This design comes from an exercise in tuning for small area, a short achievable clock period and few clock cycles on the open sky130 flow, not from production work. RTL that was checked went through simulation tests only; none was proved equivalent to the original. Function not checked in runs 1 and 2: the RTL went through the layout flow alone. Power and IR drop assume default switching activity.

==> design.v <==
module stele_codec (
    input  wire        clk,
    input  wire        rst,
    input  wire        cmd_valid,
    output wire        cmd_ready,
    input  wire        cmd_op,         
    input  wire [31:0] pal0,
    input  wire [31:0] pal1,
    input  wire [31:0] pal2,
    input  wire [1:0]  pal_n,
    input  wire [15:0] width,
    input  wire [15:0] height,
    input  wire [31:0] npix,
    input  wire        px_valid,
    output wire        px_ready,
    input  wire [31:0] px_data,
    output wire        bo_valid,
    input  wire        bo_ready,
    output wire [7:0]  bo_data,
    input  wire        bi_valid,
    output wire        bi_ready,
    input  wire        bi_eos,
    input  wire [7:0]  bi_data,
    output wire        po_valid,
    input  wire        po_ready,
    output wire [31:0] po_data,
    output wire        busy,
    output reg         done,
    output reg         err,
    output wire [3:0]  err_kind,
    output reg  [2:0]  err_detail
);
    localparam [2:0] S_IDLE = 3'd0;
    localparam [2:0] S_DHDR = 3'd1;    
    localparam [2:0] S_MUL  = 3'd2;    
    localparam [2:0] S_EVAL = 3'd3;    
    localparam [2:0] S_EHDR = 3'd4;    
    localparam [2:0] S_ENC  = 3'd5;    
    localparam [2:0] S_DEC  = 3'd6;    
    reg  [2:0]  state;
    reg         s_idle, s_dhdr, s_ehdr, s_dec;
    reg  [2:0]  kind_r;
    assign err_kind = {1'b0, kind_r};
    reg         op_r;
    reg  [31:0] p0, p1, p2;
    reg         is3;          
    reg  [31:0] rem;          
    reg         rz;           
    reg  [3:0]  k;            
    reg         mm;           
    reg         ver_ok;
    reg  [31:0] sr;
    reg  [13:0] am;
    wire [7:0]  g    = sr[7:0];
    wire [7:0]  prev = sr[15:8];
    wire [7:0]  cnt  = sr[23:16];
    wire [5:0]  acc  = sr[29:24];
    wire        gv   = am[0];
    wire        fin  = am[1];
    wire        uerr = am[2];
    wire [7:0]  bb   = sr[7:0];
    wire [7:0]  lb   = sr[15:8];
    wire [1:0]  f    = sr[17:16];
    wire        bv   = sr[20];
    wire        lv   = sr[21];
    wire        eos  = sr[22];
    wire        rm   = sr[23];
    wire        hl   = sr[24];
    reg         pe;           
    reg  [1:0]  fl;           
    reg         ov;
    reg  [2:0]  os;
    wire e0 = (p0 == px_data);
    wire e1 = (p1 == px_data);
    wire m2 = is3 & (p2 == px_data);
    wire px_mapped = e0 | e1 | m2;
    wire [1:0] px_code = e0 ? 2'd0 : (e1 ? 2'd1 : 2'd2);
    wire dup = (pal0 == pal1) || (pal_n[0] && ((pal0 == pal2) || (pal1 == pal2)));
    wire [15:0] w_r = sr[15:0];
    wire [15:0] h_r = sr[31:16];
    reg        dims_bad;
    reg [2:0]  dims_detail;
    always @(*) begin
        dims_bad    = 1'b1;
        dims_detail = 3'd0;
        if (w_r[15:2] == 14'd0)      dims_detail = 3'd2;
        else if (w_r[1:0] != 2'b00)  dims_detail = 3'd3;
        else if (h_r[15:2] == 14'd0) dims_detail = 3'd4;
        else if (h_r[1:0] != 2'b00)  dims_detail = 3'd5;
        else                         dims_bad    = 1'b0;
    end
    wire        hbit  = h_r[k + 4'd2];
    wire [14:0] msum  = {1'b0, am} + (hbit ? {1'b0, w_r[15:2]} : 15'd0);
    wire        nbit  = rem[k + 5'd4];
    wire        size_ok = !mm && (am == rem[31:18]) && (rem[3:0] == 4'd0);
    wire ext = (((prev[7:4] == 4'h0) && (g == 8'h00)) ||
                ((prev[7:4] == 4'h5) && (g == 8'h55))) && (cnt != 8'hFF);
    wire [7:0] rec_byte = (cnt != 8'd0) ? (prev | 8'hC0) : prev;
    reg [1:0] cur;
    always @(*) begin
        case (f)
            2'd0:    cur = bb[1:0];
            2'd1:    cur = bb[3:2];
            2'd2:    cur = bb[5:4];
            default: cur = bb[7:6];
        endcase
    end
    wire esc  = (cur == 2'd3);
    wire oor  = (cur == 2'd2) && !is3;
    wire over = (rem[31:10] == 22'd0) && (rem[9:0] <= {lb, 2'b00});
    wire [2:0] cur_oh = {cur == 2'd2, cur == 2'd1, cur == 2'd0};
    wire       free   = !ov || po_ready;           
    assign busy      = !s_idle;
    assign cmd_ready = s_idle;
    assign px_ready  = pe && !(gv && rem[1:0] == 2'd1);
    assign bo_valid  = s_ehdr || fl[0] || fl[1];
    assign bo_data   = s_ehdr ? ((k == 4'd0) ? 8'h01 : sr[7:0]) :
                       fl[1] ? cnt : rec_byte;
    assign bi_ready  = s_dhdr || (s_dec && !eos && !lv);
    assign po_valid  = ov;
    assign po_data   = ({32{os[0]}} & p0) | ({32{os[1]}} & p1) | ({32{os[2]}} & p2);
    wire px_take = px_valid && px_ready;
    wire bi_take = bi_valid && bi_ready;
    wire bi_push = bi_take && !bi_eos;
    task go(input [2:0] n);
        begin
            state  <= n;
            s_idle <= (n == S_IDLE);
            s_dhdr <= (n == S_DHDR);
            s_ehdr <= (n == S_EHDR);
            s_dec  <= (n == S_DEC);
        end
    endtask
    task finish(input [2:0] kind, input [2:0] detail);
        begin
            go(S_IDLE);
            ov         <= 1'b0;
            done       <= (kind == 3'd0);
            err        <= (kind != 3'd0);
            kind_r     <= kind;
            err_detail <= detail;
        end
    endtask
    task dec_refill;
        begin
            sr[17:16] <= 2'd0;                        
            if (lv) begin
                sr[7:0] <= lb;
                sr[20]  <= 1'b1;                      
                sr[21]  <= 1'b0;                      
            end else if (bi_push) begin
                sr[7:0] <= bi_data;
                sr[20]  <= 1'b1;
            end else
                sr[20]  <= 1'b0;
        end
    endtask
    task dec_look;
        begin
            if (bi_push) begin
                sr[15:8] <= bi_data;                  
                sr[21]   <= 1'b1;                     
            end
        end
    endtask
    always @(posedge clk) begin
        if (rst) begin
            go(S_IDLE);
            pe         <= 1'b0;
            fl         <= 2'b00;
            ov         <= 1'b0;
            done       <= 1'b0;
            err        <= 1'b0;
            kind_r     <= 3'd0;
            err_detail <= 3'd0;
        end else begin
            case (state)
            S_IDLE: begin
                if (cmd_valid) begin
                    op_r <= cmd_op;
                    p0   <= pal0;
                    p1   <= pal1;
                    p2   <= pal2;
                    is3  <= pal_n[0];
                    sr   <= {height, width};
                    rem  <= npix;
                    k    <= 4'd0;
                    am   <= 14'd0;
                    mm   <= 1'b0;
                    if (!pal_n[1])
                        finish(3'd1, 3'd4);
                    else if (dup)
                        finish(3'd1, 3'd3);
                    else if (cmd_op)
                        go(S_DHDR);
                    else
                        go(S_MUL);
                end
            end
            S_DHDR: begin
                if (bi_valid) begin
                    if (bi_eos)
                        finish(3'd6, 3'd3);
                    else begin
                        k <= k + 4'd1;
                        if (k == 4'd0)
                            ver_ok <= (bi_data == 8'h01);
                        else
                            sr <= {bi_data, sr[31:8]};
                        if (k == 4'd4) begin
                            k <= 4'd0;
                            go(S_MUL);
                        end
                    end
                end
            end
            S_MUL: begin
                k  <= k + 4'd1;
                am <= msum[14:1];
                if (msum[0] != nbit)
                    mm <= 1'b1;
                if (k == 4'd13)
                    go(S_EVAL);
            end
            S_EVAL: begin
                k <= 4'd0;
                if (op_r && !ver_ok)
                    finish(3'd4, 3'd1);
                else if (dims_bad)
                    finish(3'd4, dims_detail);
                else if (!size_ok)
                    finish(3'd5, 3'd0);
                else if (op_r) begin
                    sr[17:16] <= 2'd0;              
                    sr[24:20] <= 5'd0;              
                    rz        <= 1'b0;
                    go(S_DEC);
                end else
                    go(S_EHDR);
            end
            S_EHDR: begin
                if (bo_ready) begin
                    k <= k + 4'd1;
                    if (k != 4'd0)
                        sr <= {bi_data, sr[31:8]};
                    if (k == 4'd4) begin
                        sr[15:8]  <= 8'hFF;         
                        sr[23:16] <= 8'd0;          
                        am[2:0]   <= 3'd0;          
                        rz        <= 1'b0;
                        pe        <= 1'b1;
                        go(S_ENC);
                    end
                end
            end
            S_ENC: begin
                if (px_take) begin
                    if (!px_mapped) begin
                        am[2] <= 1'b1;              
                        pe    <= 1'b0;
                    end else begin
                        rem       <= rem - 32'd1;
                        rz        <= (rem == 32'd1);
                        if (rem == 32'd1)
                            pe    <= 1'b0;
                        sr[29:24] <= {px_code, acc[5:2]};
                        if (rem[1:0] == 2'd1) begin
                            sr[7:0] <= {px_code, acc};
                            am[0]   <= 1'b1;        
                        end
                    end
                end
                if (fl == 2'b00) begin
                    if (gv) begin
                        if (ext) begin
                            sr[23:16] <= cnt + 8'd1;
                            am[0]     <= 1'b0;
                        end else if (prev == 8'hFF) begin
                            sr[15:8]  <= g;
                            am[0]     <= 1'b0;
                        end else
                            fl <= 2'b01;
                    end else if (rz || uerr) begin
                        if (uerr)
                            finish(3'd2, 3'd0);
                        else if (fin)
                            finish(3'd0, 3'd0);
                        else begin
                            am[1] <= 1'b1;          
                            fl    <= 2'b01;
                        end
                    end
                end else if (bo_ready) begin
                    if (fl[0] && cnt != 8'd0)
                        fl <= 2'b10;
                    else begin
                        fl        <= 2'b00;
                        sr[15:8]  <= g;             
                        sr[23:16] <= 8'd0;          
                        am[0]     <= 1'b0;
                    end
                end
            end
            S_DEC: begin
                if (bi_take && bi_eos)
                    sr[22] <= 1'b1;                           
                if (free)
                    ov <= 1'b0;
                if (rm) begin
                    if (free) begin
                        ov  <= 1'b1;
                        rem <= rem - 32'd1;
                        rz  <= (rem == 32'd1);
                        {sr[7:0], sr[17:16]} <= {bb, f} - 10'd1;
                    end
                    if (free && {bb, f} == 10'd1) begin
                        sr[23] <= 1'b0;                       
                        dec_refill;
                    end else
                        dec_look;
                end else if (bv) begin
                    if (esc) begin
                        if (lv) begin
                            if (free) begin
                                if (!hl)
                                    finish(3'd3, 3'd2);
                                else if (over)
                                    finish(3'd6, 3'd2);
                                else begin
                                    ov        <= 1'b1;
                                    rem       <= rem - 32'd1;
                                    rz        <= (rem == 32'd1);
                                    sr[21]    <= 1'b0;        
                                    sr[20]    <= 1'b0;        
                                    sr[23]    <= (lb != 8'd0);    
                                    sr[7:0]   <= lb;
                                    sr[17:16] <= 2'd0;
                                end
                            end
                        end else begin
                            dec_look;
                            if (eos && free)
                                finish(3'd6, 3'd4);
                        end
                    end else if (free) begin
                        if (oor)
                            finish(3'd3, 3'd1);
                        else if (rz)
                            finish(3'd6, 3'd2);
                        else begin
                            ov        <= 1'b1;
                            os        <= cur_oh;
                            rem       <= rem - 32'd1;
                            rz        <= (rem == 32'd1);
                            sr[24]    <= 1'b1;                
                            sr[17:16] <= f + 2'd1;
                            if (f == 2'd3)
                                dec_refill;
                            else
                                dec_look;
                        end
                    end else
                        dec_look;
                end else begin
                    if (bi_push) begin
                        sr[7:0]   <= bi_data;
                        sr[20]    <= 1'b1;
                        sr[17:16] <= 2'd0;
                    end
                    if (eos && free) begin
                        if (rz)
                            finish(3'd0, 3'd0);
                        else
                            finish(3'd6, 3'd1);
                    end
                end
            end
            default: go(S_IDLE);
            endcase
        end
    end
endmodule
==> flow/run.sh <==
#!/bin/bash
# Layout flow: the standard ORFS flow, with the port buffers that
# buffer_ports inserts made plain sky130 buffers.
set -euo pipefail
export BUFFER_PORTS_ARGS="-buffer_cell sky130_fd_sc_hd__buf_2"
bash standard.sh finish > standard_flow.log 2>&1
==> standard.sh <==
#!/bin/bash
# synth_recipe.tcl (not shown) runs the flow's synth.tcl, then flattens the netlist and writes it again
# the make line also repeats each setting of config.mk as NAME=value (left out here)
make -C /OpenROAD-flow-scripts/flow DESIGN_CONFIG=/design/flow/config.mk WORK_HOME=/design/flow/orfs CLKGATE_MAP_FILE= SYNTH_SCRIPT=/design/flow/synth_recipe.tcl "${@:-finish}"
==> config.mk <==
export PLATFORM = sky130hd
export DESIGN_NAME = stele_codec
export DESIGN_NICKNAME = stele_codec
export VERILOG_FILES = /design/flow/design.v
export SDC_FILE = /design/flow/constraint.sdc
export NUM_CORES = 4
export LEC_CHECK = 0
export ABC_CLOCK_PERIOD_IN_PS = 3000
export CAP_MARGIN = 20
export CORE_MARGIN = 2
export CORE_UTILIZATION = 40
export SETUP_SLACK_MARGIN = 5
export SLEW_MARGIN = 20
==> constraint.sdc <==
create_clock -name core_clock -period 10.0 [get_ports {clk}]
set_input_delay 2.0000 -clock core_clock [delete_from_list [all_inputs] [get_ports {clk}]]
set_output_delay 2.0000 -clock core_clock [all_outputs]
set_load 0.01 [all_outputs]
==> flow_summary.ini, run 1 <==
[timing]
maxSlewViolCount = 0
period_share_pct = 47.9
grt_setup_unrepaired = no
tns_ns = 0
finClkSkew_ns = 0.0229
max_freq_mhz = 209
finalSetupViolations = 0
period_needed_ns = 4.79
worstMarginPinSlew_ns = 0.961
final_hold_viol_count = 0
slew_headroom_pct = 35.9
layout_setup_ws_ns = 5.21

[global_route]
gr-total-overflow = 0
grt_pass1_wl_um = 84600
grt_util_all_layers_pct = 28.9
antenna_found_initial = 5
grt_max_degree = 67
grt_pass1_vias = 13800

[synth]
async_flop_share_pct = 0
syn_nets = 1839
synth_area_um2 = 14900
seq_area_frac_synth_pct = 40.1
avgSynthCellArea_um2 = 9.34
syn_inst = 1591
ys_warn_count = 1
synth_edf_count = 186
synth_flop_cell = edfxtp_1
ys_ff_latch = 205
ys_types = 82

[worst_setup_path]
crit_arrival_ns = 2.79
startpoint_type = flop
crit_type = reg -> out
worstPathMaxFanout = 19
critPathRequiredTime_ns = 8.00
endpoint_kind = output port

[place]
detailedPlace.worstSlack_ns = 4.67
routabilityCongestion = 0.982
io_buffers = 264
hpwlAfterDp_um = 43600

[final_layout]
final_common_cell = buf_2
area_growth_pct = 17.2
drive_above_1_share_pct = 19.2
final_cell_mix = buf_2 (264), xor2_1 (189), edfxtp_1 (186)
layout.nets = 2063

[outcome]
outcome = timing/DRC/antenna clean

[flow_run]
maxCapViolations = 0

[floorplanning]
io_pins = 266
die_h_um = 197
die_w_um = 197
design.core.area_um2 = 36600
dieArea_um2 = 38700
rows = 70
initial_core_util_pct = 40.6

[power]
vdd_drop_max_mv = 0.156
powerDensity_nw_per_um2 = 184
power.leakage_nw = 6.67

[hold_path]
hold_path.class = reg -> reg

[route]
first_pass_iters = 7
wl_um = 57200
num_vias = 14000
via_per_inst = 6.06
ant_nets = 0
drtIter0Drc = 1542
detail_route.wl_per_cell_um = 24.8
drc = 0

[clock_network]
clk_path_buf_depth = 3
cts_resized = 0
cts.sinks = 205
clkTransAtPathRegs_ns = 0.06
h-tree-depth = 1
cts_inserted_buffers = 26
cts_tree = done
cts_setup_buffers = 0
postCtsHoldBufs = 0
ctsRootBufferMaster = clkbuf_16
clock_latency_ns = 0.56
## worst max-delay path, stage by stage (launching register included)
cell and delay [ns]:
edfxtp_1 0.72, or4_4 0.68, nor2_1 0.25, a31oi_1 0.12, a21oi_1 0.16, o22ai_1 0.12
buf_2 0.18
## metal layers
layer | up-vias | global-route usage (%) | share of wire, %
met2 | 805 | 49.5 | 48
met4 | 2 | 11.2 | 4.3
met3 | 111 | 5.70 | 9.7
met1 | 6661 | 35.9 | 38
li1 | 6382 | - | -
met5 | - | 0 | 0.026
## state kept, by name, indices dropped and copies added (netlist names), 2 cells and up
name	count
am	14
err_detail	3
fl	2
k	4
kind_r	3
os	3
p0	32
p1	32
p2	32
rem	32
sr	32
state	3
## path summary, 6_finish.rpt
check | start | to | slack (ns) | depth (start not counted)
worst min-delay path | s_dhdr | s_dhdr | 0.49 | 2
worst min register to register | s_dhdr | s_dhdr | 0.49 | 2
worst max register to register | sr[16] | sr[2] | 5.59 | 11
worst max-delay path | sr[20] | bo_data[7] | 5.21 | 6
## power by group
part,internal [mW],switching (mW)
Sequential,1.08,0.166
Clock,0.542,0.382
Combinational,0.399,0.629
## cell type report
cell class                      count  area [µm²]
Multi-Input combinational cell   1230        8330
Timing Repair Buffer              284        1470
Inverter                           68         256
Fill cell                        3582       19200
Antenna cell                        3        7.51
Sequential cell                   205        5970
Clock inverter                     14         119
Clock buffer                       33         698
Tap cell                          468         586
## synthesized netlist by cell type (all sizes together), types with 17 or more instances
library cell | count | area share (%)
nor3 | 36 | 1.2
xnor2 | 72 | 4.2
a21oi | 93 | 3.1
a222oi | 37 | 2.5
nand2 | 147 | 3.7
nand3 | 30 | 1.0
a31oi | 21 | 0.88
nand4 | 26 | 1.1
o21ai | 108 | 3.6
edfxtp | 186 | 38
clkbuf | 76 | 1.9
ha | 36 | 3.0
nor4 | 63 | 2.8
nor2 | 114 | 2.9
o22ai | 17 | 0.72
xor2 | 189 | 11
dfxtp | 19 | 2.6
nor2b | 18 | 0.76
mux2i | 22 | 1.5
inv | 67 | 1.7
## per-stage QoR
step	cell area (µm²)	power [mW]	utilization [%]	hold WS, ns	cells
after floorplan	14900	1.89	-	0.450	1591
after global placement	16600	2.25	45.3	0.468	2254
after detailed placement	16600	2.27	45.3	0.479	2254
after CTS	17400	3.19	47.5	0.486	2301
after global routing	17400	3.34	47.6	0.513	2303
final	17400	3.20	47.6	0.486	2305
## cells by family after synthesis
group,share of synthesized area [%]
XOR/XNOR,15.4
buffers and inverters,4.11
multiplexers,2.92
flip-flops,40.1
AND/OR/NAND/NOR,17.2
adder cells (fa/ha/maj),3.23
AO/OA/AOI/OAI,17.0
other,0.0252
==> inputs of run 2 (changes only) <==
--- a/config.mk
+++ b/config.mk
@@ -9,5 +9,6 @@
 export CAP_MARGIN = 20
 export CORE_MARGIN = 2
 export CORE_UTILIZATION = 40
+export CTS_BUF_LIST = sky130_fd_sc_hd__clkbuf_4 sky130_fd_sc_hd__clkbuf_8
 export SETUP_SLACK_MARGIN = 5
 export SLEW_MARGIN = 20
==> run 2 against run 1 <==
Effect of this change:
- non-clock buffer count is the same
- highest routed layer unchanged
- final area grew 0.36%
- via count grew 1.3%
- critical path type unchanged
- critical path depth is the same
- maximum frequency shrank 1.5%
- largest cell class unchanged
- flip-flop and latch count is the same
- global-route usage grew 0.25 points
- area after synthesis is the same
- register-to-register slack gained 0.02 ns
- still clean on timing, DRC and antenna
- worst setup slack lost 0.073 ns
==> flow_summary.ini, run 2 <==
[outcome]
outcome = timing/DRC/antenna clean

[power]
combPwrFrac_pct = 31.8
powerDensity_nw_per_um2 = 185
clock_power_share_pct = 29.6
p_seq_share_pct = 38.6
switching_share_pct = 36.8
power.leakage_nw = 6.73
internal_power_mw = 2.04
vdd_drop_max_mv = 0.0890
p_switching_mw = 1.19

[timing]
period_share_pct = 48.7
fin_hold_ws_ns = 0.483
grt_setup_unrepaired = no
finClkSkew_ns = 0.0306
period_needed_ns = 4.87
tns_ns = 0
finalSetupViolations = 0
max_freq_mhz = 205
final_hold_viol_count = 0
maxSlewViolCount = 0
slew_headroom_pct = 36.9
worstMarginPinSlew_ns = 0.946

[clock_network]
h-tree-depth = 2
clock_latency_ns = 0.62
cts_resized = 0
cts_inserted_buffers = 40
cts_setup_buffers = 0
clkTransAtPathRegs_ns = 0.06
cts.sinks = 205
cts_tree = done
ctsRootBufferMaster = clkbuf_8
postCtsHoldBufs = 0
clk_path_buf_depth = 3

[final_layout]
stdcell_count = 2327
final_common_cell = buf_2
drive_above_1_share_pct = 20.5
area_growth_pct = 17.7
nFillCells = 3575
final_cell_mix = buf_2 (264), xor2_1 (189), edfxtp_1 (186)
layout.nets = 2077

[synth]
synth.area.top_cells = edfxtp_1 (38%), xor2_1 (11%), xnor2_1 (4.2%)
synth_area_um2 = 14900
synth_flop_cell = edfxtp_1
seq_area_frac_synth_pct = 40.1
ys_types = 82
synth_top_cell_by_area = edfxtp_1
yosysMostFrequentCell = xor2_1
syn_inst = 1591
netlist_top_cells_count = xor2_1 (189), edfxtp_1 (186), nand2_1 (147)
ys_ff_latch = 205
syn_nets = 1839
synth_edf_count = 186
ys_warn_count = 1
synth.top_cell.area_share_pct = 37.6
async_flop_share_pct = 0
avgSynthCellArea_um2 = 9.34

[global_route]
grt_pass1_vias = 14000
antenna_found_initial = 5
gr-total-overflow = 0
grt_pass1_wl_um = 84600
grt_util_all_layers_pct = 29.1
grt_max_degree = 67

[floorplanning]
design.core.area_um2 = 36600
dieArea_um2 = 38700
initial_core_util_pct = 40.6
io_pins = 266
rows = 70
die_h_um = 197
die_w_um = 197

[flow_run]
maxCapViolations = 0

[route]
via_per_inst = 6.08
num_vias = 14100
dr_wl_met3_um = 5730
detail_route.wl_per_cell_um = 24.6
wl_met1_um = 21700
ant_nets = 0
dr.max_layer_used = met5
wl_um = 57300
first_pass_iters = 5
drc = 0
drtIter0Drc = 1521
met2_length_um = 26800

[worst_setup_path]
critPathRequiredTime_ns = 8.00
crit_arrival_ns = 2.87
endpoint_kind = output port
crit_type = reg -> out
worstPathMaxFanout = 19
startpoint_type = flop

[place]
dp_cells = 2254
hpwlAfterDp_um = 43600
io_buffers = 264
routabilityCongestion = 0.982

[hold_path]
hold_path.class = reg -> reg
[run 2: stage by stage]
stage	instance area (µm²)	setup slack [ns]	util [%]	power, mW
2_1_floorplan	14900	5.44	-	1.89
3_3_place_gp	16600	4.74	45.3	2.25
3_5_place_dp	16600	4.67	45.3	2.27
4_1_cts	17500	5.21	47.7	3.23
5_1_grt	17500	5.08	47.8	3.38
6_report	17500	5.13	47.8	3.24
[run 2: path summary, 6_finish.rpt]
kind | start | cells after the start | endpoint | slack (ns)
worst max-delay path | sr[20] | 6 | bo_data[7] | 5.13
worst min-delay path | s_dhdr | 2 | s_dhdr | 0.48
worst max register to register | sr[16] | 11 | sr[2] | 5.61
worst min register to register | s_dhdr | 2 | s_dhdr | 0.48
[run 2: layout make-up]
class / instances / area [µm²] / share of cell area (%)
Timing Repair Buffer: 284 / 1470 / 8.40
Tap cell: 468 / 586 / 3.35
Clock inverter: 12 / 171 / 0.980
Inverter: 68 / 256 / 1.47
Clock buffer: 58 / 711 / 4.06
Antenna cell: 2 / 5.00 / 0.0286
Multi-Input combinational cell: 1230 / 8330 / 47.6
Sequential cell: 205 / 5970 / 34.1
[run 2: cells by family (layout without fill, tap and decap cells)]
family	count (synthesis)	count (layout)	share of synthesized area, %
xor+xnor	261	261	15.4
other cells	1	3	0.0252
simple gates	511	511	17.2
fa+ha+maj	38	38	3.23
buf+inv	156	422	4.11
flops	205	205	40.1
compound gates	386	386	17.0
mux	33	33	2.92
[run 2: power by group through the flow]
stage | sequential [mW] | combinational, mW | clock [mW]
global route | 1.26 | 1.12 | 0.998
detailed placement | 1.26 | 1.01 | 0
floorplan | 1.17 | 0.720 | 0
finish | 1.25 | 1.03 | 0.958
global placement | 1.25 | 0.994 | 0
CTS | 1.24 | 1.01 | 0.973
[run 2: critical path: stages (launching register included)]
cell      delay (ns)
edfxtp_1        0.72
or4_4           0.68
nor2_1          0.26
a31oi_1         0.12
a21oi_1         0.16
o22ai_1         0.12
buf_2           0.19
[run 2: metal layers]
| layer | GRT usage, % | vias to the layer above |
|---|---|---|
| li1 | - | 6416 |
| met1 | 35.9 | 6706 |
| met2 | 48.2 | 857 |
| met3 | 5.87 | 156 |
| met4 | 15.6 | 4 |
| met5 | 0 | - |
==> inputs of run 3 (changes only) <==
--- a/design.v
+++ b/design.v
@@ -68,6 +68,7 @@
     wire        hl   = sr[24];
     reg         pe;           
     reg  [1:0]  fl;           
+    reg         cz;           
     reg         ov;
     reg  [2:0]  os;
     wire e0 = (p0 == px_data);
@@ -89,22 +90,14 @@
         else if (h_r[1:0] != 2'b00)  dims_detail = 3'd5;
         else                         dims_bad    = 1'b0;
     end
-    wire        hbit  = h_r[k + 4'd2];
-    wire [14:0] msum  = {1'b0, am} + (hbit ? {1'b0, w_r[15:2]} : 15'd0);
+    reg         hb;           
+    wire [14:0] msum  = {1'b0, am} + (hb ? {1'b0, w_r[15:2]} : 15'd0);
     wire        nbit  = rem[k + 5'd4];
     wire        size_ok = !mm && (am == rem[31:18]) && (rem[3:0] == 4'd0);
     wire ext = (((prev[7:4] == 4'h0) && (g == 8'h00)) ||
                 ((prev[7:4] == 4'h5) && (g == 8'h55))) && (cnt != 8'hFF);
-    wire [7:0] rec_byte = (cnt != 8'd0) ? (prev | 8'hC0) : prev;
-    reg [1:0] cur;
-    always @(*) begin
-        case (f)
-            2'd0:    cur = bb[1:0];
-            2'd1:    cur = bb[3:2];
-            2'd2:    cur = bb[5:4];
-            default: cur = bb[7:6];
-        endcase
-    end
+    wire [7:0] rec_byte = {prev[7:6] | {2{cz}}, prev[5:0]};
+    wire [1:0] cur = bb[1:0];
     wire esc  = (cur == 2'd3);
     wire oor  = (cur == 2'd2) && !is3;
     wire over = (rem[31:10] == 22'd0) && (rem[9:0] <= {lb, 2'b00});
@@ -187,18 +180,19 @@
                     k    <= 4'd0;
                     am   <= 14'd0;
                     mm   <= 1'b0;
-                    if (!pal_n[1])
-                        finish(3'd1, 3'd4);
-                    else if (dup)
-                        finish(3'd1, 3'd3);
-                    else if (cmd_op)
-                        go(S_DHDR);
-                    else
-                        go(S_MUL);
+                    hb   <= height[2];
+                    done       <= 1'b0;
+                    err        <= !pal_n[1] || dup;
+                    kind_r     <= 3'd1;
+                    err_detail <= pal_n[1] ? 3'd3 : 3'd4;
+                    go(cmd_op ? S_DHDR : S_MUL);
+                    s_dhdr     <= cmd_op && pal_n[1] && !dup;
                 end
             end
             S_DHDR: begin
-                if (bi_valid) begin
+                if (err)
+                    go(S_IDLE);
+                else if (bi_valid) begin
                     if (bi_eos)
                         finish(3'd6, 3'd3);
                     else begin
@@ -208,14 +202,18 @@
                         else
                             sr <= {bi_data, sr[31:8]};
                         if (k == 4'd4) begin
-                            k <= 4'd0;
+                            k  <= 4'd0;
+                            hb <= sr[26];           
                             go(S_MUL);
                         end
                     end
                 end
             end
             S_MUL: begin
+                if (err)
+                    go(S_IDLE);
                 k  <= k + 4'd1;
+                hb <= h_r[k + 4'd3];
                 am <= msum[14:1];
                 if (msum[0] != nbit)
                     mm <= 1'b1;
@@ -246,6 +244,7 @@
                     if (k == 4'd4) begin
                         sr[15:8]  <= 8'hFF;         
                         sr[23:16] <= 8'd0;          
+                        cz        <= 1'b0;
                         am[2:0]   <= 3'd0;          
                         rz        <= 1'b0;
                         pe        <= 1'b1;
@@ -255,25 +254,23 @@
             end
             S_ENC: begin
                 if (px_take) begin
-                    if (!px_mapped) begin
+                    rem       <= rem - 32'd1;
+                    rz        <= (rem == 32'd1);
+                    sr[29:24] <= {px_code, acc[5:2]};
+                    if (rem[1:0] == 2'd1)
+                        sr[7:0] <= {px_code, acc};
+                    if (!px_mapped || rem == 32'd1)
+                        pe <= 1'b0;
+                    if (!px_mapped)
                         am[2] <= 1'b1;              
-                        pe    <= 1'b0;
-                    end else begin
-                        rem       <= rem - 32'd1;
-                        rz        <= (rem == 32'd1);
-                        if (rem == 32'd1)
-                            pe    <= 1'b0;
-                        sr[29:24] <= {px_code, acc[5:2]};
-                        if (rem[1:0] == 2'd1) begin
-                            sr[7:0] <= {px_code, acc};
-                            am[0]   <= 1'b1;        
-                        end
-                    end
+                    else if (rem[1:0] == 2'd1)
+                        am[0] <= 1'b1;              
                 end
                 if (fl == 2'b00) begin
                     if (gv) begin
                         if (ext) begin
                             sr[23:16] <= cnt + 8'd1;
+                            cz        <= 1'b1;
                             am[0]     <= 1'b0;
                         end else if (prev == 8'hFF) begin
                             sr[15:8]  <= g;
@@ -291,12 +288,13 @@
                         end
                     end
                 end else if (bo_ready) begin
-                    if (fl[0] && cnt != 8'd0)
+                    if (fl[0] && cz)
                         fl <= 2'b10;
                     else begin
                         fl        <= 2'b00;
                         sr[15:8]  <= g;             
                         sr[23:16] <= 8'd0;          
+                        cz        <= 1'b0;
                         am[0]     <= 1'b0;
                     end
                 end
@@ -354,6 +352,7 @@
                             rz        <= (rem == 32'd1);
                             sr[24]    <= 1'b1;                
                             sr[17:16] <= f + 2'd1;
+                            sr[7:0]   <= {2'b00, bb[7:2]};
                             if (f == 2'd3)
                                 dec_refill;
                             else
--- a/config.mk
+++ b/config.mk
@@ -9,6 +9,5 @@
 export CAP_MARGIN = 20
 export CORE_MARGIN = 2
 export CORE_UTILIZATION = 40
-export CTS_BUF_LIST = sky130_fd_sc_hd__clkbuf_4 sky130_fd_sc_hd__clkbuf_8
 export SETUP_SLACK_MARGIN = 5
 export SLEW_MARGIN = 20
==> run 3 against run 2 <==
Effect of this change:
- area after synthesis is 0.39% higher
- flip-flop and latch count is 2 higher
- clock-buffer cell count is 29 lower
- largest cell class unchanged
- still clean on timing, DRC and antenna
- cell count is 2.2% lower
- synthesized cell count is 1.9% lower
- largest power group is now combinational logic
- non-clock buffer count stayed put
- global-route usage is 0.63 points lower
- die area is 0.38% higher
- worst hold slack worse by 0.0065 ns
==> flow_summary.ini, run 3 <==
[outcome]
outcome = timing/DRC/antenna clean

[worst_setup_path]
regToRegStartpoint = rem[0]
endpoint_kind = output port
worstPathMaxFanout = 14
cpMaxStageDelayCell = edfxtp_1
timing.critical_path.buf_inv = 3
crit_type = reg -> out
critPathRequiredTime_ns = 8.00
crit_arrival_ns = 2.61
path_cells = inv_1 -> ha_1 -> nor3b_1 -> buf_4 -> o22ai_1 -> buf_2
regToRegSetupSlack_ns = 5.98
worstReg2RegEnd = sr[16]
slowest_delay_ns = 0.81
r2r_cells = 10
startpoint_type = flop
cp_top_family = flip-flops

[final_layout]
final_cell_mix = buf_2 (264), xor2_1 (199), edfxtp_1 (188)
fin_area_um2 = 17500
layout.nets = 2031
final_common_cell = buf_2
area_growth_pct = 17.1
stdcell_count = 2276
drive_above_1_share_pct = 20.2

[synth]
muxShareOfSynthArea_pct = 3.27
synth_top_family_by_area = compound AO/OA/AOI/OAI gates
seq_area_frac_synth_pct = 40.4
synth-xor-area-share_pct = 15.1
synth-compound-area-share_pct = 17.2
avgSynthCellArea_um2 = 9.57
synth.top_cell.area_share_pct = 37.8
synth_top_cell_by_area = edfxtp_1
syn_inst = 1560
yosysMostFrequentCell = xor2_1
ys_ff_latch = 207
synth_flop_cell = edfxtp_1
netlist_top_cells_count = xor2_1 (199), edfxtp_1 (188), nor2_1 (108)
ys_warn_count = 1
synth.area.top_cells = edfxtp_1 (38%), xor2_1 (12%), xnor2_1 (3.5%)
ys_types = 89
synth-simple-area-share_pct = 16.5
synth_area_um2 = 14900
async_flop_share_pct = 0
synth_edf_count = 188
syn_nets = 1806
synth_fa_ha_area_share_pct = 3.05

[floorplanning]
initial_core_util_pct = 40.7
rows = 70
design.core.area_um2 = 36700
io_pins = 266
die_w_um = 197
die_h_um = 197
dieArea_um2 = 38900

[clock_network]
cts_resized = 0
h-tree-depth = 1
cts_tree = done
clk_path_buf_depth = 3
clkTransAtPathRegs_ns = 0.07
cts_setup_buffers = 0
cts_inserted_buffers = 26
postCtsHoldBufs = 0
clock_latency_ns = 0.57
cts.sinks = 207
ctsRootBufferMaster = clkbuf_16

[place]
dpl-instance-area_um2 = 16600
dp_cells = 2225
io_buffers = 264
routabilityCongestion = 0.990
hpwlAfterDp_um = 43100

[power]
vdd_drop_max_mv = 0.123
powerDensity_nw_per_um2 = 224
power.leakage_nw = 6.68

[timing]
max_freq_mhz = 217
maxSlewViolCount = 0
final_hold_viol_count = 0
tns_ns = 0
slew_headroom_pct = 28.6
worstMarginPinSlew_ns = 1.06
finClkSkew_ns = 0.0335
period_needed_ns = 4.61
finalSetupViolations = 0
grt_setup_unrepaired = no
period_share_pct = 46.1

[global_route]
grt_util_all_layers_pct = 28.5
gr-total-overflow = 0
grt_pass1_wl_um = 83300
grt_max_degree = 72
antenna_found_initial = 7
grt_pass1_vias = 13400

[route]
dr.max_layer_used = met5
via_per_inst = 6.15
first_pass_iters = 9
num_vias = 14000
wl_met1_um = 22500
dr_wl_met3_um = 5970
drc = 0
wl_um = 57000
detail_route.wl_per_cell_um = 25.0
ant_nets = 0
met2_length_um = 26100
drtIter0Drc = 1755

[hold_path]
worst_hold_path.endpoint = ov
min_from = ov
hold_path.class = reg -> reg
hold_depth = 2

[flow_run]
maxCapViolations = 0
## run 3: cell count changes in the layout (fill, tap and decap cells not counted), sizes merged, moves of 12 or more
cell / delta
and2: +16
clkbuf: -30
nand2: -42
o21ai: -12
xnor2: -13
## run 3: kinds of logic after synthesis
logic type               Yosys count
AO/OA/AOI/OAI                    386
adder cells (fa/ha/maj)           36
multiplexers                      36
buffers and inverters            159
AND/OR/NAND/NOR                  477
flip-flops                       207
other                              1
XOR/XNOR                         258
## run 3: how the worst max path moves through the flow
stage,start,to,cells past startpoint
global placement,px_data[11],sr[6],7
floorplan,po_ready,rem[0],3
global route,k[0],bo_data[6],6
finish,k[0],bo_data[6],6
CTS,k[0],bo_data[6],6
detailed placement,px_data[11],sr[6],7
## run 3: layout make-up
cell class / instances / area (µm²)
well taps: 468 / 586
multi-input cells: 1194 / 8260
repair buffers: 284 / 1470
diodes: 3 / 7.51
clock inverters: 19 / 195
flip-flops and latches: 207 / 6030
fillers: 3572 / 19200
inverters: 72 / 270
clock buffers: 29 / 662
## run 3: metal layers
layer  track usage (%)  up-vias
met5                 0        -
met4              10.1       10
met3              5.67      161
met2              47.0      897
met1              37.3     6628
li1                  -     6312
## run 3: power by group
| group | switching (mW) | internal (mW) | leakage, nW |
|---|---|---|---|
| Clock | 0.397 | 0.556 | 0.423 |
| Sequential | 0.283 | 1.18 | 1.91 |
| Combinational | 0.912 | 0.581 | 4.34 |
| Total | 1.59 | 2.31 | 6.68 |
## run 3: metrics by stage
step	hold slack [ns]	utilization, %	setup WS, ns	power [mW]
2_1_floorplan	0.454	-	5.14	2.36
3_3_place_gp	0.469	45.3	5.64	2.91
3_5_place_dp	0.464	45.3	5.58	2.92
4_1_cts	0.479	47.6	5.37	3.88
5_1_grt	0.508	47.6	5.27	4.08
6_report	0.476	47.6	5.39	3.91
## run 3: worst min-delay path, stage by stage (launching register included)
cell     delay [ns]
dfxtp_1        0.33
nand2_1        0.06
a21oi_1        0.05
Testbench counts of run 3, summed over its fixed seeds: cycles 95,056.
==> inputs of run 4 (changes only) <==
==> flow/run.sh (replaced) <==
#!/bin/bash
set -euo pipefail
export BUFFER_PORTS_ARGS="-buffer_cell sky130_fd_sc_hd__buf_2"
export SETUP_SLACK_MARGIN=7
bash standard.sh finish > standard_flow.log 2>&1
--- a/config.mk
+++ b/config.mk
@@ -5,9 +5,7 @@
 export SDC_FILE = /design/flow/constraint.sdc
 export NUM_CORES = 4
 export LEC_CHECK = 0
-export ABC_CLOCK_PERIOD_IN_PS = 3000
 export CAP_MARGIN = 20
 export CORE_MARGIN = 2
 export CORE_UTILIZATION = 40
-export SETUP_SLACK_MARGIN = 5
 export SLEW_MARGIN = 20
==> run 4 against run 3 <==
Effect of this change:
- critical path type unchanged
- register-to-register slack better by 0.65 ns
- cell count grew 6.2%
- still clean on timing, DRC and antenna
- sequential share of layout area shrank 5.4 points
- utilization up 9.1 points
- clock skew is 0.022 ns lower
- clock-buffer cell count is 5 higher
==> flow_summary.ini, run 4 <==
[timing]
tns_ns = 0
finalSetupViolations = 0
period_share_pct = 40.4
finClkSkew_ns = 0.0117
final_hold_viol_count = 0
worstMarginPinSlew_ns = 1.07
layout_setup_ws_ns = 5.96
period_needed_ns = 4.04
max_freq_mhz = 247
fin_hold_ws_ns = 0.493
slew_headroom_pct = 28.6
maxSlewViolCount = 0
grt_setup_unrepaired = yes

[global_route]
antenna_found_initial = 3
grt_pass1_wl_um = 91600
grt_max_degree = 74
grt_pass1_vias = 14500
grt_util_all_layers_pct = 31.6
gr-total-overflow = 0

[place]
dp_cells = 2223
dpl-instance-area_um2 = 17000
routabilityCongestion = 0.961
hpwlAfterDp_um = 44800
io_buffers = 264
detailedPlace.worstSlack_ns = 5.63

[clock_network]
ctsRootBufferMaster = clkbuf_16
clock_latency_ns = 0.58
clk_path_buf_depth = 3
clkTransAtPathRegs_ns = 0.06
cts_tree = done
cts_inserted_buffers = 27
h-tree-depth = 1
cts.sinks = 207

[final_layout]
stdcell_count = 2416
nFillCells = 3155
drive_above_1_share_pct = 36.8
multi_input_area_um2 = 9930
layout.nets = 2170
seq_area_um2 = 6050
area_growth_pct = 39.4
fin_area_um2 = 20800
final_cell_mix = buf_2 (232), edfxtp_1 (188), xor2_1 (178)
final_common_cell = buf_2
final_util_pct = 56.7

[flow_run]
maxCapViolations = 0

[route]
drc = 0
dr_wl_met3_um = 6280
num_vias = 15000
wl_met1_um = 24700
first_pass_iters = 10
wl_um = 64300
drtIter0Drc = 1589
met2_length_um = 29600
dr.max_layer_used = met4
detail_route.wl_per_cell_um = 26.6
via_per_inst = 6.22
ant_nets = 0

[worst_setup_path]
worstPathMaxFanout = 7
regToRegSetupSlack_ns = 6.63
crit_arrival_ns = 2.04
startpoint_type = flop
regToRegStartpoint = rem[14]
critPathRequiredTime_ns = 8.00
worstReg2RegEnd = err_detail[0]
crit_type = reg -> out
r2r_cells = 10
endpoint_kind = output port

[hold_path]
worst_hold_path.endpoint = s_dec
hold_depth = 2
min_from = s_dec
hold_path.class = reg -> reg

[synth]
async_flop_share_pct = 0
ys_ff_latch = 207
syn_inst = 1560
synth.top_cell.area_share_pct = 37.8
synth.area.top_cells = edfxtp_1 (38%), xor2_1 (12%), xnor2_1 (3.5%)
synth_edf_count = 188
syn_nets = 1806
netlist_top_cells_count = xor2_1 (199), edfxtp_1 (188), nor2_1 (108)
synth_flop_cell = edfxtp_1
yosysMostFrequentCell = xor2_1
ys_types = 89
ys_warn_count = 1
synth_area_um2 = 14900
seq_area_frac_synth_pct = 40.4
synth_top_cell_by_area = edfxtp_1
avgSynthCellArea_um2 = 9.57

[power]
power.leakage_nw = 7.90
switching_share_pct = 41.3
combPwrFrac_pct = 46.6
clock_power_share_pct = 22.4
p_seq_share_pct = 31.1
finalPower_mw = 4.56
internal_power_mw = 2.68
powerDensity_nw_per_um2 = 219
vdd_drop_max_mv = 0.156
p_switching_mw = 1.88

[outcome]
outcome = timing/DRC/antenna clean

[floorplanning]
io_pins = 266
dieArea_um2 = 38900
die_h_um = 197
initial_core_util_pct = 40.7
rows = 70
die_w_um = 197
design.core.area_um2 = 36700
-- run 4: cell counts after synthesis --
Identical to the previous run, type by type.
-- run 4: power by group through the flow --
stage | clock [mW] | combinational, mW | sequential, mW
2_1_floorplan | 0 | 1.17 | 1.29
3_3_place_gp | 0 | 1.55 | 1.48
3_5_place_dp | 0 | 1.56 | 1.48
4_1_cts | 1.02 | 1.90 | 1.40
5_1_grt | 1.05 | 2.25 | 1.42
6_report | 1.02 | 2.12 | 1.42
-- run 4: critical path, stage by stage (launching register included) --
cell and delay, ns:
edfxtp_1 0.44, inv_4 0.08, ha_4 0.12, nor3b_4 0.42
buf_4 0.21, o22ai_4 0.06, buf_2 0.15
-- run 4: final cells by class --
class | count | share of cell area [%]
multi-input combinational | 1196 | 47.7
antenna | 4 | 0.0481
sequential | 207 | 29.1
tap | 468 | 2.81
clock inverter | 15 | 0.884
clock buffer | 34 | 3.47
timing repair buffer | 420 | 14.7
inverter | 72 | 1.34
-- run 4: metal layers --
layer	track usage, %	vias up
li1	-	6567
met1	39.9	7257
met2	51.6	991
met3	6.85	224
met4	15.0	0
met5	0	-
-- run 4: worst max path at each step --
| stage | startpoint | end | cells after the start |
|---|---|---|---|
| final | k[0] | bo_data[2] | 6 |
| after global routing | k[0] | bo_data[2] | 6 |
| after global placement | px_data[17] | sr[7] | 8 |
| after floorplan | px_valid | rem[0] | 4 |
| after detailed placement | px_data[17] | sr[6] | 8 |
| after CTS | k[0] | bo_data[2] | 6 |
-- run 4: repair_timing --
action                                  4_1_cts  5_1_grt
endpoints found under the setup margin      226      229
gates resized for setup                     200      142
hold endpoints to repair                      0        0
cloned                                        3        6
pin swaps                                    70       95
hold buffers                                  0        0
buffers inserted                             91       40
-- run 4: cells by family (layout without fill, tap and decap cells) --
| kind of cell | after synthesis | count (layout) | synth area share, % |
|---|---|---|---|
| buffers and inverters | 159 | 541 | 4.46 |
| other | 1 | 5 | 0.0251 |
| XOR/XNOR | 258 | 258 | 15.1 |
| multiplexers | 36 | 36 | 3.27 |
| adder cells (fa/ha/maj) | 36 | 36 | 3.05 |
| AO/OA/AOI/OAI | 386 | 387 | 17.2 |
| flip-flops | 207 | 207 | 40.4 |
| AND/OR/NAND/NOR | 477 | 478 | 16.5 |
==> inputs of run 5 (changes only) <==
==> flow/run.sh (replaced) <==
#!/bin/bash
set -euo pipefail
export BUFFER_PORTS_ARGS="-buffer_cell sky130_fd_sc_hd__buf_2"
export SETUP_SLACK_MARGIN=6.0
bash standard.sh finish > standard_flow.log 2>&1
==> run 5 against run 4 <==
Effect of this change:
- largest cell class unchanged
- highest routed layer is now met5
- combinational power decreased by 25%
- worst hold slack got worse by 0.0072 ns
- still clean
- cell count decreased by 4.9%
- largest power group unchanged
==> flow_summary.ini, run 5 <==
[clock_network]
clkTransAtPathRegs_ns = 0.06
clock_latency_ns = 0.57
cts_tree = done
cts.sinks = 207
ctsRootBufferMaster = clkbuf_16
h-tree-depth = 1
cts_inserted_buffers = 27
clk_path_buf_depth = 3

[place]
dpl-instance-area_um2 = 16600
detailedPlace.worstSlack_ns = 5.62
hpwlAfterDp_um = 44300
io_buffers = 264
routabilityCongestion = 0.977
dp_cells = 2225

[worst_setup_path]
endpoint_kind = output port
crit_type = reg -> out
cpMaxStageDelayCell = edfxtp_1
worstPathMaxFanout = 9
slowest_delay_ns = 0.43
regToRegStartpoint = rem[0]
r2r_cells = 11
path_cells = buf_12 -> buf_4 -> a222oi_1 -> inv_1 -> buf_2
crit_arrival_ns = 2.00
regToRegSetupSlack_ns = 6.21
worstReg2RegEnd = sr[16]
startpoint_type = flop
critPathRequiredTime_ns = 8.00

[timing]
slew_headroom_pct = 28.9
tns_ns = 0
maxSlewViolCount = 0
final_hold_viol_count = 0
fin_hold_ws_ns = 0.486
worstMarginPinSlew_ns = 1.06
max_freq_mhz = 250
period_share_pct = 40.0
grt_setup_unrepaired = yes
finalSetupViolations = 0
finClkSkew_ns = 0.0214
period_needed_ns = 4.00
layout_setup_ws_ns = 6.00

[final_layout]
final_util_pct = 48.3
nFillCells = 3534
layout.nets = 2051
drive_above_1_share_pct = 21.3
final_common_cell = buf_2
multi_input_area_um2 = 8310
fin_area_um2 = 17700
final_cell_mix = buf_2 (264), xor2_1 (199), edfxtp_1 (188)
seq_area_um2 = 6030
stdcell_count = 2298
area_growth_pct = 18.7

[global_route]
grt_max_degree = 69
gr-total-overflow = 0
grt_pass1_wl_um = 86500
grt_util_all_layers_pct = 29.6
grt_pass1_vias = 13600
antenna_found_initial = 6

[synth]
synth_flop_cell = edfxtp_1
avgSynthCellArea_um2 = 9.57
async_flop_share_pct = 0
syn_inst = 1560
synth.area.top_cells = edfxtp_1 (38%), xor2_1 (12%), xnor2_1 (3.5%)
synth_top_cell_by_area = edfxtp_1
synth_area_um2 = 14900
yosysMostFrequentCell = xor2_1
ys_types = 89
netlist_top_cells_count = xor2_1 (199), edfxtp_1 (188), nor2_1 (108)
synth_edf_count = 188
syn_nets = 1806
synth.top_cell.area_share_pct = 37.8
ys_warn_count = 1
seq_area_frac_synth_pct = 40.4
ys_ff_latch = 207

[hold_path]
worst_hold_path.endpoint = kind_r[1]
hold_depth = 2
hold_path.class = reg -> reg
min_from = kind_r[1]

[power]
vdd_drop_max_mv = 0.146
power.leakage_nw = 6.78
finalPower_mw = 3.96
powerDensity_nw_per_um2 = 224

[floorplanning]
design.core.area_um2 = 36700
die_h_um = 197
rows = 70
initial_core_util_pct = 40.7
io_pins = 266
die_w_um = 197
dieArea_um2 = 38900

[route]
num_vias = 14100
drtIter0Drc = 1555
wl_um = 58800
via_per_inst = 6.12
drc = 0
first_pass_iters = 9
ant_nets = 0
detail_route.wl_per_cell_um = 25.6

[flow_run]
maxCapViolations = 0

[outcome]
outcome = timing/DRC/antenna clean
run 5: layout make-up:
type / count / share of cell area (%)
Multi-Input combinational cell: 1194 / 46.9
Sequential cell: 207 / 34.0
Timing Repair Buffer: 303 / 9.44
Clock buffer: 42 / 4.25
Tap cell: 468 / 3.31
Inverter: 72 / 1.55
Clock inverter: 6 / 0.424
Antenna cell: 6 / 0.0848
run 5: how the worst max path moves through the flow:
| stage | endpoint | slack, ns | start | cells past startpoint |
|---|---|---|---|---|
| after CTS | po_data[14] | 5.94 | os[0] | 4 |
| after global routing | po_data[14] | 5.91 | os[0] | 4 |
| after global placement | p0[5] | 5.69 | rst | 4 |
| after floorplan | bo_data[0] | 6.04 | k[0] | 7 |
| final | po_data[27] | 6.00 | os[0] | 5 |
| after detailed placement | sr[4] | 5.62 | bi_valid | 5 |
run 5: layer usage:
metal | track usage [%] | wire length [µm]
met1 | 39.1 | 23500
met2 | 48.9 | 27200
met3 | 5.82 | 5870
met4 | 9.58 | 2210
met5 | 0 | 20
run 5: kinds of logic after synthesis:
kind of cell	synth area share, %
fa+ha+maj	3.05
other cells	0.0251
flops	40.4
simple gates	16.5
mux	3.27
xor+xnor	15.1
buf+inv	4.46
compound gates	17.2
run 5: timing repair:
action / 4_1_cts / 5_1_grt
hold endpoints to repair: 0 / 0
pin swaps: 4 / 2
hold buffers: 0 / 0
endpoints found under the setup margin: 12 / 17
resized for setup: 15 / 13
gates cloned: 1 / 1
setup buffers: 10 / 7
run 5: worst max-delay path: cells and delay by family (launching register included):
| family | cells | cell delay [ns] |
|---|---|---|
| buffers and inverters | 4 | 0.57 |
| DFF | 1 | 0.43 |
| AOI/OAI and AO/OA | 1 | 0.43 |
run 5: power breakdown:
group | switching (mW) | internal, mW | total [mW]
logic | 0.967 | 0.615 | 1.58
registers | 0.266 | 1.18 | 1.44
clock network | 0.393 | 0.543 | 0.936
total | 1.63 | 2.33 | 3.96
==> inputs of run 6 (changes only) <==
--- a/config.mk
+++ b/config.mk
@@ -8,4 +8,6 @@
 export CAP_MARGIN = 20
 export CORE_MARGIN = 2
 export CORE_UTILIZATION = 40
+export CTS_CLUSTER_DIAMETER = 100
+export CTS_CLUSTER_SIZE = 30
 export SLEW_MARGIN = 20
==> run 6 against run 5 <==
Effect of this change:
- global-route usage fell by 0.24 points
- non-clock buffer count decreased by 1
- power is 7.3% lower
- first-iteration DRC count grew 7.6%
- critical path type unchanged
- clock skew up 0.016 ns
- critical endpoint unchanged
- sequential share of layout area up 0.70 points
- critical path depth unchanged
- highest routed layer unchanged
- utilization down 0.97 points
==> flow_summary.ini, run 6 <==
[outcome]
outcome = timing/DRC/antenna clean

[synth]
synth_edf_count = 188
synth.top_cell.area_share_pct = 37.8
syn_nets = 1806
synth.area.top_cells = edfxtp_1 (38%), xor2_1 (12%), xnor2_1 (3.5%)
async_flop_share_pct = 0
synth-xor-area-share_pct = 15.1
synth_top_cell_by_area = edfxtp_1
synth_area_um2 = 14900
synth_flop_cell = edfxtp_1
ys_types = 89
yosysMostFrequentCell = xor2_1
ys_ff_latch = 207
synth_fa_ha_area_share_pct = 3.05
synth-compound-area-share_pct = 17.2
synth_top_family_by_area = compound AO/OA/AOI/OAI gates
netlist_top_cells_count = xor2_1 (199), edfxtp_1 (188), nor2_1 (108)
muxShareOfSynthArea_pct = 3.27
seq_area_frac_synth_pct = 40.4
ys_warn_count = 1
syn_inst = 1560
avgSynthCellArea_um2 = 9.57
synth-simple-area-share_pct = 16.5

[clock_network]
clock_latency_ns = 0.53
cts_tree = done
cts.sinks = 207
cts_inserted_buffers = 14
ctsRootBufferMaster = clkbuf_16
clkTransAtPathRegs_ns = 0.12
h-tree-depth = 1
clk_path_buf_depth = 3
postCtsHoldBufs = 0

[timing]
tns_ns = 0
final_hold_viol_count = 0
grt_setup_unrepaired = yes
finClkSkew_ns = 0.0376
period_share_pct = 39.9
period_needed_ns = 3.99
worstMarginPinSlew_ns = 1.00
finalSetupViolations = 0
maxSlewViolCount = 0
slew_headroom_pct = 32.5
max_freq_mhz = 251

[place]
routabilityCongestion = 0.977
io_buffers = 264
hpwlAfterDp_um = 44300

[final_layout]
multi_input_area_um2 = 8320
layout.nets = 2037
nFillCells = 3560
drive_above_1_share_pct = 21.1
area_growth_pct = 16.3
final_util_pct = 47.3
final_common_cell = buf_2
final_cell_mix = buf_2 (264), xor2_1 (199), edfxtp_1 (188)
seq_area_um2 = 6030

[hold_path]
hold_path.class = reg -> reg

[route]
wl_um = 58300
dr_wl_met3_um = 5600
drc = 0
via_per_inst = 6.15
first_pass_iters = 6
drtIter0Drc = 1673
dr.max_layer_used = met5
wl_met1_um = 23600
detail_route.wl_per_cell_um = 25.7
ant_nets = 0
met2_length_um = 26900
num_vias = 14000

[power]
powerDensity_nw_per_um2 = 212
power.leakage_nw = 6.60
vdd_drop_max_mv = 0.0978

[global_route]
gr-total-overflow = 0
antenna_found_initial = 6
grt_pass1_wl_um = 85800
grt_max_degree = 69
grt_util_all_layers_pct = 29.4
grt_pass1_vias = 13400

[worst_setup_path]
crit_arrival_ns = 1.99
cpMaxStageDelayCell = edfxtp_1
regToRegSetupSlack_ns = 6.22
path_cells = buf_12 -> buf_4 -> a222oi_1 -> inv_1 -> buf_2
startpoint_type = flop
worstPathMaxFanout = 9
critPathRequiredTime_ns = 8.00
slowest_delay_ns = 0.45
crit_type = reg -> out
endpoint_kind = output port

[floorplanning]
dieArea_um2 = 38900
initial_core_util_pct = 40.7
die_w_um = 197
rows = 70
io_pins = 266
die_h_um = 197
design.core.area_um2 = 36700

[flow_run]
maxCapViolations = 0
## run 6: cell counts after synthesis
No cell type changed its count.
## run 6: kinds of logic (layout without fill, tap and decap cells)
kind of cell,after synthesis,count (layout)
mux,36,36
fa+ha+maj,36,36
flops,207,207
other cells,1,6
xor+xnor,258,258
simple gates,477,477
buf+inv,159,398
compound gates,386,386
## run 6: where the power goes
group	switching [mW]	internal, mW	total [mW]	leakage, nW
combinational	0.965	0.614	1.58	4.46
sequential	0.267	1.17	1.44	1.91
clock	0.357	0.294	0.652	0.234
## run 6: final cells by class
class,count,share of cell area (%)
diodes,5,0.0721
clock buffers,16,2.18
clock inverters,8,0.534
inverters,72,1.58
multi-input cells,1194,48.0
flip-flops and latches,207,34.7
well taps,468,3.37
repair buffers,302,9.57
## run 6: worst max-delay path, delay by kind of cell (launching register included)
kind / cells / cell delay [ns]
flip-flops: 1 / 0.45
buffers and inverters: 4 / 0.57
AO/OA/AOI/OAI: 1 / 0.43
## run 6: through the flow
step / instances / cell area [µm²] / total power, mW / hold WS (ns) / worst slack, ns
after global placement: 2225 / 16600 / 2.93 / 0.466 / 5.69
after global routing: 2268 / 17300 / 3.85 / 0.502 / 5.93
final: 2272 / 17400 / 3.67 / 0.491 / 6.01
after detailed placement: 2225 / 16600 / 2.94 / 0.470 / 5.62
after floorplan: 1560 / 15000 / 2.37 / 0.454 / 6.04
after CTS: 2257 / 17200 / 3.63 / 0.489 / 5.96
## run 6: routing by layer
layer  up-vias  GRT usage, %
met4         4          10.0
li1       6301             -
met1      6760          39.1
met5         -             0
met2       786          48.3
met3       117          5.16
## run 6: final timing paths
| path | from | endpoint | depth (start not counted) |
|---|---|---|---|
| min | ov | ov | 2 |
| max reg2reg | sr[15] | sr[4] | 10 |
| max | os[0] | po_data[27] | 5 |
| min reg2reg | ov | ov | 2 |
## run 6: what timing repair did
item                                    in CTS  in global routing
gates resized for setup                     15                 14
pin swaps                                    3                  3
endpoints found under the setup margin      20                 26
cloned                                       1                  1
setup buffers                                7                  9
==> inputs of run 7 (changes only) <==
==> flow/run.sh (replaced) <==
#!/bin/bash
set -euo pipefail
export BUFFER_PORTS_ARGS="-buffer_cell sky130_fd_sc_hd__buf_2"
export SETUP_SLACK_MARGIN=6.5
bash standard.sh finish > standard_flow.log 2>&1
--- a/config.mk
+++ b/config.mk
@@ -8,6 +8,4 @@
 export CAP_MARGIN = 20
 export CORE_MARGIN = 2
 export CORE_UTILIZATION = 40
-export CTS_CLUSTER_DIAMETER = 100
-export CTS_CLUSTER_SIZE = 30
 export SLEW_MARGIN = 20
==> run 7 against run 6 <==
Effect of this change:
- register-to-register slack gained 0.30 ns
- still clean
- cell count increased by 2.2%
- area after synthesis unchanged
- synthesized cell count unchanged
- utilization is 2.5 points higher
- largest cell class unchanged
- power increased by 9.6%
- maximum frequency rose by 1.3%
- first-iteration DRC count increased by 7.1%
- flip-flop and latch count unchanged
- worst setup slack better by 0.051 ns
- critical path depth rose by 1
- combinational power increased by 8%
==> flow_summary.ini, run 7 <==
[timing]
finClkSkew_ns = 0.0132
layout_setup_ws_ns = 6.06
tns_ns = 0
slew_headroom_pct = 23.3
fin_hold_ws_ns = 0.481
finalSetupViolations = 0
maxSlewViolCount = 0
worstMarginPinSlew_ns = 1.15
grt_setup_unrepaired = yes
period_share_pct = 39.4
final_hold_viol_count = 0
max_freq_mhz = 254
period_needed_ns = 3.94

[clock_network]
postCtsHoldBufs = 0
cts_inserted_buffers = 25
h-tree-depth = 1
ctsRootBufferMaster = clkbuf_16
clkTransAtPathRegs_ns = 0.06
cts.sinks = 207
cts_tree = done
clock_latency_ns = 0.56
clk_path_buf_depth = 3

[final_layout]
final_common_cell = buf_2
final_util_pct = 49.8
drive_above_1_share_pct = 24.9
stdcell_count = 2321
nFillCells = 3442
multi_input_area_um2 = 8600
final_cell_mix = buf_2 (261), xor2_1 (199), edfxtp_1 (188)
layout.nets = 2081
seq_area_um2 = 6030
area_growth_pct = 22.5
fin_area_um2 = 18300

[synth]
synth_area_um2 = 14900
syn_nets = 1806
avgSynthCellArea_um2 = 9.57
async_flop_share_pct = 0
ys_ff_latch = 207
synth_edf_count = 188
ys_types = 89
synth_top_cell_by_area = edfxtp_1
netlist_top_cells_count = xor2_1 (199), edfxtp_1 (188), nor2_1 (108)
synth_flop_cell = edfxtp_1
seq_area_frac_synth_pct = 40.4
synth.top_cell.area_share_pct = 37.8
syn_inst = 1560
yosysMostFrequentCell = xor2_1
ys_warn_count = 1
synth.area.top_cells = edfxtp_1 (38%), xor2_1 (12%), xnor2_1 (3.5%)

[worst_setup_path]
path_cells = inv_2 -> ha_4 -> nor3b_4 -> buf_4 -> o22ai_2 -> buf_2
critPathRequiredTime_ns = 8.00
crit_arrival_ns = 1.94
endpoint_kind = output port
worstPathMaxFanout = 4
cp_top_family = buffers and inverters
crit_type = reg -> out
startpoint_type = flop
regToRegStartpoint = state[0]
slowest_delay_ns = 0.41
timing.critical_path.buf_inv = 3
cpMaxStageDelayCell = edfxtp_1
cp-startpoint = k[1]

[route]
first_pass_iters = 8
drc = 0
num_vias = 14500
wl_um = 59100
ant_nets = 0
detail_route.wl_per_cell_um = 25.4
drtIter0Drc = 1791
via_per_inst = 6.25

[floorplanning]
initial_core_util_pct = 40.7
io_pins = 266
design.core.area_um2 = 36700
rows = 70
dieArea_um2 = 38900
die_h_um = 197
die_w_um = 197

[place]
routabilityCongestion = 1.00
dpl-instance-area_um2 = 16700
io_buffers = 264
detailedPlace.worstSlack_ns = 5.67
dp_cells = 2222
hpwlAfterDp_um = 43300

[global_route]
grt_max_degree = 76
grt_pass1_vias = 14100
gr-total-overflow = 0
antenna_found_initial = 2
grt_util_all_layers_pct = 29.5
grt_pass1_wl_um = 86900

[flow_run]
maxCapViolations = 0

[power]
finalPower_mw = 4.02
power.leakage_nw = 7.01
vdd_drop_max_mv = 0.140
powerDensity_nw_per_um2 = 220

[hold_path]
hold_path.class = reg -> reg
min_from = err_detail[2]

[outcome]
outcome = timing/DRC/antenna clean
-- run 7: cell count changes in the layout (fill, tap and decap cells not counted), moves of 6 or more --
cell       previous run  this run
nor4_1               65        56
clkinv_1              3        13
nor4_2                0         8
inv_8                 6         0
clkbuf_16            16        26
buf_6                 3         9
buf_4                32        54
-- run 7: cell families (layout without fill, tap and decap cells) --
| logic type | Yosys count | after routing | share of synthesized area (%) |
|---|---|---|---|
| buf+inv | 159 | 449 | 4.46 |
| mux | 36 | 36 | 3.27 |
| fa+ha+maj | 36 | 36 | 3.05 |
| xor+xnor | 258 | 258 | 15.1 |
| compound gates | 386 | 386 | 17.2 |
| other cells | 1 | 3 | 0.0251 |
| simple gates | 477 | 478 | 16.5 |
| flops | 207 | 207 | 40.4 |
-- run 7: worst paths after layout --
check	end	slack, ns	depth (start not counted)
setup / recovery	bo_data[2]	6.06	6
hold / removal	err_detail[2]	0.48	2
setup reg to reg	sr[3]	6.52	7
hold reg to reg	err_detail[2]	0.48	2
-- run 7: area by class of cell --
class / count / area share (%)
inverters: 72 / 1.52
clock inverters: 15 / 0.712
repair buffers: 334 / 11.0
well taps: 468 / 3.20
flip-flops and latches: 207 / 33.0
diodes: 2 / 0.0274
multi-input cells: 1195 / 47.0
clock buffers: 28 / 3.48
-- run 7: layer usage --
| metal | vias up | GRT usage [%] | routed length, µm |
|---|---|---|---|
| li1 | 6402 | - | - |
| met1 | 6989 | 38.6 | 22900 |
| met2 | 958 | 48.4 | 27200 |
| met3 | 167 | 6.04 | 6510 |
| met4 | 0 | 10.8 | 2420 |
| met5 | - | 0 | 0 |
-- run 7: timing repair --
action,CTS,global route
endpoints found under the setup margin,177,194
buffers inserted,30,20
pin swaps,36,18
cloned,2,2
gates resized for setup,41,34
-- run 7: worst register-to-register path, delay by kind of cell (launching register included) --
family                 cells  cell delay, ns
DFF                        1            0.30
buffers and inverters      3            1.05
and+or+nand+nor            3            1.35
AOI/OAI and AO/OA          1            0.53
-- run 7: power by group --
group | internal [mW] | switching (mW) | leakage (nW)
logic | 0.690 | 1.01 | 4.72
clock network | 0.507 | 0.386 | 0.369
registers | 1.17 | 0.257 | 1.91
total | 2.37 | 1.65 | 7.01

[port drivers added, routing unchanged]
In the flow no input, the clock included, has a driving cell. The finished layouts below were timed again as built, in two steps.
Step 1: set_driving_cell puts a clkbuf_16 on clk and a buf_2 on each other input, an assumption about the parent block.
Step 2, shift: input delay + t, output delay - t, t = (earliest + latest rising clock arrival at the registers) / 2. This alone moves slack from input paths to output paths.
a / b / c = ideal ports / drivers / drivers and shift; a / b = the first two.
| run | t (ns) | setup WS [ns] | latest minus earliest clock arrival (ns) |
|---|---|---|---|
| run 1 | 0.603 | 5.205 / 5.154 / 4.630 | 0.023 / 0.023 |
| run 2 | 0.654 | 5.132 / 5.082 / 4.589 | 0.031 / 0.030 |
| run 3 | 0.609 | 5.385 / 5.332 / 5.522 | 0.033 / 0.033 |
| run 4 | 0.628 | 5.956 / 5.899 / 6.102 | 0.011 / 0.012 |
| run 5 | 0.607 | 6.003 / 5.952 / 5.610 | 0.022 / 0.022 |
| run 6 | 0.562 | 6.013 / 5.959 / 5.711 | 0.038 / 0.037 |
| run 7 | 0.611 | 6.064 / 6.011 / 5.992 | 0.014 / 0.013 |
After both steps setup and hold are still met in every run listed. The setup slack of run 1, which loses most, moves by -0.051 ns with the drivers and by -0.575 ns with both steps.
